Background: an optimization exercise with open tools, aiming at small area, a short achievable clock period and few clock cycles. Do not read the settings as production practice. At most, simulation tests tie the RTL to the original design; equivalence was not proved. Power and IR drop assume default switching activity.

==> inputs of try-xenon <==
Design spdy_fhd, start of the top module:
module spdy_fhd #(
    parameter [32:0] BUF_CAP  = 33'd4096,
    parameter [23:0] LEN_CAP  = 24'd2048,
    parameter integer PRI_BITS = 3,
    parameter [7:0]  SS_OFF   = 8'd10,
    parameter [7:0]  SR_OFF   = 8'd4,
    parameter [7:0]  HD_OFF   = 8'd4
) (
    input  wire        clk,
    input  wire        rst,
    input  wire        cmd_valid,
    output wire        cmd_ready,
    input  wire [7:0]  cmd_op,
    input  wire [31:0] cmd_arg,
    output reg         done,
    output reg         mem_en,
    output reg  [31:0] mem_addr,
    input  wire [7:0]  mem_rdata,
    input  wire [5:0]  reg_addr,
    output reg  [31:0] reg_rdata
);
export LEC_CHECK = 0
export ABC_CLOCK_PERIOD_IN_PS = 4000
export CAP_MARGIN = 35
export CORE_MARGIN = 2
export CORE_UTILIZATION = 60
export SETUP_SLACK_MARGIN = 4.0
export SLEW_MARGIN = 35
create_clock -name core_clock -period 10.0 [get_ports {clk}]
run.sh (not shown) runs the stock make flow with config.mk's settings and CLKGATE_MAP_FILE= SYNTH_SCRIPT=/design/flow/synth_recipe.tcl, a recipe that flattens the netlist after the stock synthesis.
==> inputs of try-yarrow, as changes to try-xenon <==
--- a/flow/design.v
+++ b/flow/design.v
@@ -141,11 +141,11 @@
     wire        op_sl = !busy && !cmd_op[4] && cmd_op[2:0] == 3'd7;
     wire        hi8   = busy && (mode == M_HDR || mode == M_FRM || mode == M_FRM2 || d8);
     reg  [12:0] y;
     always @(*) begin
         if (!busy)
-            y = cmd_op[4] ? (cmd_op[0] ? {cmd_arg[9:0], 3'b000} : fr_len[12:0]) :
+            y = cmd_op[4] ? fr_len[12:0] :
                 (cmd_op[2:1] == 2'b01 || cmd_op[2:1] == 2'b10) ? {10'd0, cmd_op[2:0] - 3'd1} :
                 cmd_arg[12:0];
         else case (mode)
             M_RDU:  y = {10'd0, kq} + 13'd1;
             M_HDR:  y = 13'd0;
@@ -159,25 +159,22 @@
     wire [13:0] dif   = {1'b0, dif_a} - {1'b0, dif_b};
     wire        arg_hi    = (cmd_arg[31:13] != 19'd0);
     wire        tr_short  = arg_hi || dif[13];
     wire        seek_bad  = arg_hi || dif[13];
     wire        lim_bad   = arg_hi || dif[13] || (cmd_arg[12] && cmd_arg[11:0] != 12'd0);
-    wire        hdrop = cmd_op[7:5] == 3'd0 && cmd_op[4] && !cmd_op[3] && cmd_op[1:0] == 2'd0;
-    reg  [4:0]  off;
-    always @(*) begin
-        off = 5'd0;
-        if (busy) case (mode)
-            M_HDR, M_FRM, M_FRM2: off = t[3] ? 5'd8 : {2'b00, t[2:0] + 3'd5};
-            M_PAY:  off = {1'b0, t} + {1'b0, d8, 3'b000};
-            M_SCNT: off = {1'b0, t} + 5'd5;
-            default: off = {1'b0, t};
-        endcase
-    end
-    wire [12:0] a_b   = m_se ? se[12:0] : pos;
+    reg  [12:0] ma;
     wire [12:0] pos5  = pos + 13'd5;
+    wire        hdrop = cmd_op[7:5] == 3'd0 && cmd_op[4] && !cmd_op[3] && cmd_op[1:0] == 2'd0;
+    wire        hmode = busy && (mode == M_HDR || mode == M_FRM || mode == M_FRM2);
+    wire [12:0] se_a  = pb[12:0] + {cmd_arg[9:0], 3'b000};
+    wire [12:0] ma_nx = (hmode && t == 4'd2) ? pos :
+                        (hmode && t == 4'd7) ? pos8 :
+                        ((m_frm && t[3] && hk == K_SETTINGS) || scnt_end) ? pos5 :
+                        !busy ? ((cmd_op[4] && cmd_op[0]) ? se_a : mem_addr[12:0] + 13'd1) :
+                        mem_addr[12:0] + 13'd1;
     always @(*) begin
-        mem_addr = {19'd0, (!busy && hdrop) ? pos5 : a_b + {8'd0, off}};
+        mem_addr = {19'd0, busy ? ma : hdrop ? pos5 : pos};
         if (!busy)
             mem_en = en0;
         else case (mode)
             M_RDU:  mem_en = (t[2:0] < {1'b0, kq} + 3'd1);
             M_HDR, M_FRM2, M_SE: mem_en = !t[3];
@@ -185,11 +182,11 @@
             M_PAY:  mem_en = (t < prs);
             M_SCNT: mem_en = (t < 4'd7);
             default: mem_en = 1'b0;
         endcase
     end
-    wire [12:0] pos_sum = (!busy && cmd_op[4] && cmd_op[0]) ? pb[12:0] + y : (hi8 ? pos8 : pos) + y;
+    wire [12:0] pos_sum = (hi8 ? pos8 : pos) + y;
     wire        x0   = acc && cmd_op == OP_XPAY && xp_go && !xp_rd;
     wire        pc   = x0 || ((pay_end || scnt_end) && !(pk == K_SETTINGS && cbad));
     wire        rdu_end = m_rdu && (t[2:0] == {1'b0, kq} + 3'd1);
     wire        pos_ld  = (acc && cmd_op == OP_TRYRD && !tr_short) || x0 || rdu_end ||
                           ((m_hdr || m_frm2) && t[3]) ||
@@ -198,10 +195,11 @@
     wire        lim_ld  = acc && cmd_op == OP_SETLIM && !lim_bad;
     wire [12:0] pos_nx  = rst ? 13'd0 : pos_sk ? cmd_arg[12:0] : pos_ld ? pos_sum : pos;
     wire [12:0] av_nx   = rst ? 13'd0 : (pos_sk || pos_ld || lim_ld) ? dif[12:0] : av;
     always @(posedge clk) begin
         hb  <= {hb[47:0], mem_rdata};
+        ma  <= ma_nx;
         pos <= pos_nx;
         av  <= av_nx;
         if (rst) begin
             busy    <= 1'b0;
             done    <= 1'b0;
@@ -289,11 +287,10 @@
                         t <= 4'd0;
                         if (!se_okc) begin
                             st   <= ST_RANGE;
                             done <= 1'b1;
                         end else begin
-                            se[12:0] <= pos_sum;
                             busy    <= 1'b1;
                             mode    <= M_SE;
                         end
                     end
                     default: begin
- ABC_CLOCK_PERIOD_IN_PS: 4000 -> 2500
- CORE_UTILIZATION: 60 -> 30
==> inputs of try-delta, as changes to try-xenon <==
--- a/flow/design.v
+++ b/flow/design.v
@@ -141,11 +141,11 @@
     wire        op_sl = !busy && !cmd_op[4] && cmd_op[2:0] == 3'd7;
     wire        hi8   = busy && (mode == M_HDR || mode == M_FRM || mode == M_FRM2 || d8);
     reg  [12:0] y;
     always @(*) begin
         if (!busy)
-            y = cmd_op[4] ? (cmd_op[0] ? {cmd_arg[9:0], 3'b000} : fr_len[12:0]) :
+            y = cmd_op[4] ? fr_len[12:0] :
                 (cmd_op[2:1] == 2'b01 || cmd_op[2:1] == 2'b10) ? {10'd0, cmd_op[2:0] - 3'd1} :
                 cmd_arg[12:0];
         else case (mode)
             M_RDU:  y = {10'd0, kq} + 13'd1;
             M_HDR:  y = 13'd0;
@@ -159,25 +159,22 @@
     wire [13:0] dif   = {1'b0, dif_a} - {1'b0, dif_b};
     wire        arg_hi    = (cmd_arg[31:13] != 19'd0);
     wire        tr_short  = arg_hi || dif[13];
     wire        seek_bad  = arg_hi || dif[13];
     wire        lim_bad   = arg_hi || dif[13] || (cmd_arg[12] && cmd_arg[11:0] != 12'd0);
-    wire        hdrop = cmd_op[7:5] == 3'd0 && cmd_op[4] && !cmd_op[3] && cmd_op[1:0] == 2'd0;
-    reg  [4:0]  off;
-    always @(*) begin
-        off = 5'd0;
-        if (busy) case (mode)
-            M_HDR, M_FRM, M_FRM2: off = t[3] ? 5'd8 : {2'b00, t[2:0] + 3'd5};
-            M_PAY:  off = {1'b0, t} + {1'b0, d8, 3'b000};
-            M_SCNT: off = {1'b0, t} + 5'd5;
-            default: off = {1'b0, t};
-        endcase
-    end
-    wire [12:0] a_b   = m_se ? se[12:0] : pos;
+    reg  [12:0] ma;
     wire [12:0] pos5  = pos + 13'd5;
+    wire        hdrop = cmd_op[7:5] == 3'd0 && cmd_op[4] && !cmd_op[3] && cmd_op[1:0] == 2'd0;
+    wire        hmode = busy && (mode == M_HDR || mode == M_FRM || mode == M_FRM2);
+    wire [12:0] se_a  = pb[12:0] + {cmd_arg[9:0], 3'b000};
+    wire [12:0] ma_nx = (hmode && t == 4'd2) ? pos :
+                        (hmode && t == 4'd7) ? pos8 :
+                        ((m_frm && t[3] && hk == K_SETTINGS) || scnt_end) ? pos5 :
+                        !busy ? ((cmd_op[4] && cmd_op[0]) ? se_a : mem_addr[12:0] + 13'd1) :
+                        mem_addr[12:0] + 13'd1;
     always @(*) begin
-        mem_addr = {19'd0, (!busy && hdrop) ? pos5 : a_b + {8'd0, off}};
+        mem_addr = {19'd0, busy ? ma : hdrop ? pos5 : pos};
         if (!busy)
             mem_en = en0;
         else case (mode)
             M_RDU:  mem_en = (t[2:0] < {1'b0, kq} + 3'd1);
             M_HDR, M_FRM2, M_SE: mem_en = !t[3];
@@ -185,11 +182,11 @@
             M_PAY:  mem_en = (t < prs);
             M_SCNT: mem_en = (t < 4'd7);
             default: mem_en = 1'b0;
         endcase
     end
-    wire [12:0] pos_sum = (!busy && cmd_op[4] && cmd_op[0]) ? pb[12:0] + y : (hi8 ? pos8 : pos) + y;
+    wire [12:0] pos_sum = (hi8 ? pos8 : pos) + y;
     wire        x0   = acc && cmd_op == OP_XPAY && xp_go && !xp_rd;
     wire        pc   = x0 || ((pay_end || scnt_end) && !(pk == K_SETTINGS && cbad));
     wire        rdu_end = m_rdu && (t[2:0] == {1'b0, kq} + 3'd1);
     wire        pos_ld  = (acc && cmd_op == OP_TRYRD && !tr_short) || x0 || rdu_end ||
                           ((m_hdr || m_frm2) && t[3]) ||
@@ -198,10 +195,11 @@
     wire        lim_ld  = acc && cmd_op == OP_SETLIM && !lim_bad;
     wire [12:0] pos_nx  = rst ? 13'd0 : pos_sk ? cmd_arg[12:0] : pos_ld ? pos_sum : pos;
     wire [12:0] av_nx   = rst ? 13'd0 : (pos_sk || pos_ld || lim_ld) ? dif[12:0] : av;
     always @(posedge clk) begin
         hb  <= {hb[47:0], mem_rdata};
+        ma  <= ma_nx;
         pos <= pos_nx;
         av  <= av_nx;
         if (rst) begin
             busy    <= 1'b0;
             done    <= 1'b0;
@@ -289,11 +287,10 @@
                         t <= 4'd0;
                         if (!se_okc) begin
                             st   <= ST_RANGE;
                             done <= 1'b1;
                         end else begin
-                            se[12:0] <= pos_sum;
                             busy    <= 1'b1;
                             mode    <= M_SE;
                         end
                     end
                     default: begin
- CORE_UTILIZATION: 60 -> 30
- SETUP_SLACK_MARGIN: 4.0 -> 5.0
==> inputs of try-violet, as changes to try-xenon <==
--- a/flow/design.v
+++ b/flow/design.v
@@ -135,19 +135,18 @@
                            ({1'b0, cmd_arg[8:0]} < se_room[12:3]);
     wire        is_rdu   = (cmd_op >= 8'h02) && (cmd_op <= 8'h05);
     wire        rdu_ok   = !dif[13];
     wire        is_hdr = (cmd_op == OP_DECHDR || cmd_op == OP_DECFRM);
     wire        en0 = acc && (((is_rdu || cmd_op == OP_XPAY) && avnz) || (is_hdr && av8));
-    wire        op_sk = !busy && !cmd_op[4] && cmd_op[2:0] == 3'd6;
-    wire        op_sl = !busy && !cmd_op[4] && cmd_op[2:0] == 3'd7;
+    wire        op_sk = !busy && cmd_op == OP_SEEK;
+    wire        op_sl = !busy && cmd_op == OP_SETLIM;
     wire        hi8   = busy && (mode == M_HDR || mode == M_FRM || mode == M_FRM2 || d8);
     reg  [12:0] y;
     always @(*) begin
         if (!busy)
-            y = cmd_op[4] ? (cmd_op[0] ? {cmd_arg[9:0], 3'b000} : fr_len[12:0]) :
-                (cmd_op[2:1] == 2'b01 || cmd_op[2:1] == 2'b10) ? {10'd0, cmd_op[2:0] - 3'd1} :
-                cmd_arg[12:0];
+            y = (cmd_op == OP_XPAY) ? fr_len[12:0] :
+                is_rdu ? {10'd0, cmd_op[2:0] - 3'd1} : cmd_arg[12:0];
         else case (mode)
             M_RDU:  y = {10'd0, kq} + 13'd1;
             M_HDR:  y = 13'd0;
             M_FRM:  y = {1'b0, w64[11:0]};
             M_FRM2: y = {1'b0, w64[51:40]};
@@ -159,25 +158,27 @@
     wire [13:0] dif   = {1'b0, dif_a} - {1'b0, dif_b};
     wire        arg_hi    = (cmd_arg[31:13] != 19'd0);
     wire        tr_short  = arg_hi || dif[13];
     wire        seek_bad  = arg_hi || dif[13];
     wire        lim_bad   = arg_hi || dif[13] || (cmd_arg[12] && cmd_arg[11:0] != 12'd0);
-    wire        hdrop = cmd_op[7:5] == 3'd0 && cmd_op[4] && !cmd_op[3] && cmd_op[1:0] == 2'd0;
     reg  [4:0]  off;
     always @(*) begin
         off = 5'd0;
         if (busy) case (mode)
             M_HDR, M_FRM, M_FRM2: off = t[3] ? 5'd8 : {2'b00, t[2:0] + 3'd5};
             M_PAY:  off = {1'b0, t} + {1'b0, d8, 3'b000};
             M_SCNT: off = {1'b0, t} + 5'd5;
             default: off = {1'b0, t};
         endcase
     end
-    wire [12:0] a_b   = m_se ? se[12:0] : pos;
-    wire [12:0] pos5  = pos + 13'd5;
+    wire [12:0] a_b   = m_se ? pb[12:0] : pos;
+    wire [12:0] a_o   = m_se ? {1'b0, se[8:0], t[2:0]} : {8'd0, off};
     always @(*) begin
-        mem_addr = {19'd0, (!busy && hdrop) ? pos5 : a_b + {8'd0, off}};
+        if (!busy && cmd_op[7:5] == 3'd0 && cmd_op[4] && !cmd_op[3] && cmd_op[1:0] == 2'd0)
+            mem_addr = {19'd0, pos + 13'd5};
+        else
+            mem_addr = {19'd0, a_b + a_o};
         if (!busy)
             mem_en = en0;
         else case (mode)
             M_RDU:  mem_en = (t[2:0] < {1'b0, kq} + 3'd1);
             M_HDR, M_FRM2, M_SE: mem_en = !t[3];
@@ -185,11 +186,11 @@
             M_PAY:  mem_en = (t < prs);
             M_SCNT: mem_en = (t < 4'd7);
             default: mem_en = 1'b0;
         endcase
     end
-    wire [12:0] pos_sum = (!busy && cmd_op[4] && cmd_op[0]) ? pb[12:0] + y : (hi8 ? pos8 : pos) + y;
+    wire [12:0] pos_sum = (hi8 ? pos8 : pos) + y;
     wire        x0   = acc && cmd_op == OP_XPAY && xp_go && !xp_rd;
     wire        pc   = x0 || ((pay_end || scnt_end) && !(pk == K_SETTINGS && cbad));
     wire        rdu_end = m_rdu && (t[2:0] == {1'b0, kq} + 3'd1);
     wire        pos_ld  = (acc && cmd_op == OP_TRYRD && !tr_short) || x0 || rdu_end ||
                           ((m_hdr || m_frm2) && t[3]) ||
@@ -289,11 +290,11 @@
                         t <= 4'd0;
                         if (!se_okc) begin
                             st   <= ST_RANGE;
                             done <= 1'b1;
                         end else begin
-                            se[12:0] <= pos_sum;
+                            se[8:0] <= cmd_arg[8:0];
                             busy    <= 1'b1;
                             mode    <= M_SE;
                         end
                     end
                     default: begin
- CORE_UTILIZATION: 60 -> 30
- SETUP_SLACK_MARGIN: 4.0 -> 5.0
==> results.txt <==
period utilization=0.612; Resized Gates After CTS=289; critical-path maximum fanout=8; outcome=complete, no violations; first-pass GRT wire length=153 mm; via-per-instance ratio=7.54; multi-input logic area=0.0137 mm^2
The numbers above come from try-xenon.

==> results.txt <==
Synth area leader=edfxtp_1; multi-input logic area=0.0152 mm^2; main combinational cell family by area after synthesis=compound AO/OA/AOI/OAI gates; period utilization=0.610; metal2 WL=48.8 mm; Post-synth top cells=nand2_1, edfxtp_1, nor2_1; Resized Gates After CTS=721; critical-path maximum fanout=25; via-per-instance ratio=6.06; outcome=complete, no violations; first-pass GRT wire length=158 mm; fillers=7242; worst-case hold path end point=hb[53]; Overall Global Routing Usage=0.262
The numbers above come from try-violet.

==> results.txt <==
via-per-instance ratio=6.02; dpl cell area=0.0275 mm^2; Comb. pwr=0.000426 W; multi-input logic area=0.0152 mm^2; Crit. End Element=primary output; hold_ws=0.384 ns; outcome=complete, no violations; first-pass GRT wire length=160 mm; post-synth cell types=110; period utilization=0.606; Worst path slowest cell=nor4_2; commonest non-fill, non-tap cell in the layout=edfxtp_1; Clock group=0.00175 W
The numbers above come from try-delta.

==> results.txt <==
outcome=complete, no violations; first-pass GRT wire length=148 mm; period utilization=0.625; Setup violations, final=0; multi-input logic area=0.0136 mm^2; via-per-instance ratio=5.91; Resized Gates After CTS=238; critical-path maximum fanout=4; Detail Route met3 WL=13.2 mm; hold_ws=0.393 ns; Comb pwr share=0.082; Clock Latency Late Sink=0.63 ns
The numbers above come from try-yarrow.

Testbench counts of try-xenon, summed over its fixed seeds: cycles 54,026.
Function not checked in try-yarrow, try-delta and try-violet: the RTL went through the layout flow alone.

==> re-timing with driven ports <==
The flow's constraints put no driver on any port. The routed layouts listed below were extracted and timed again, unchanged, in two steps. Step 1 assumes that a clkbuf_16 drives the clock port and a buf_2 every other input. Step 2 moves the port delays by t, midway between the first and last clock arrival at a register: inputs arrive t later, outputs are due t later. That takes back most of the time a late clock gives input paths. a / b / c = ideal ports / drivers / drivers and shift; a / b = the first two.
run | t (ns) | setup WS [ns] | worst hold slack (ns) | worst setup path at the end
try-xenon | 0.652 | 3.875 / 3.789 / 3.371 | 0.425 / 0.425 / 0.425 | input to register
try-yarrow | 0.673 | 3.755 / 3.658 / 3.348 | 0.393 / 0.393 / 0.393 | input to register
try-delta | 0.665 | 3.942 / 3.894 / 3.894 | 0.384 / 0.384 / 0.384 | input to output
try-violet | 0.651 | 3.897 / 3.830 / 3.269 | 0.402 / 0.402 / 0.402 | input to register
After both steps every run listed still meets setup and hold. For try-violet, which loses most, drivers alone change the setup slack by -0.067 ns; drivers and shift together by -0.628 ns.
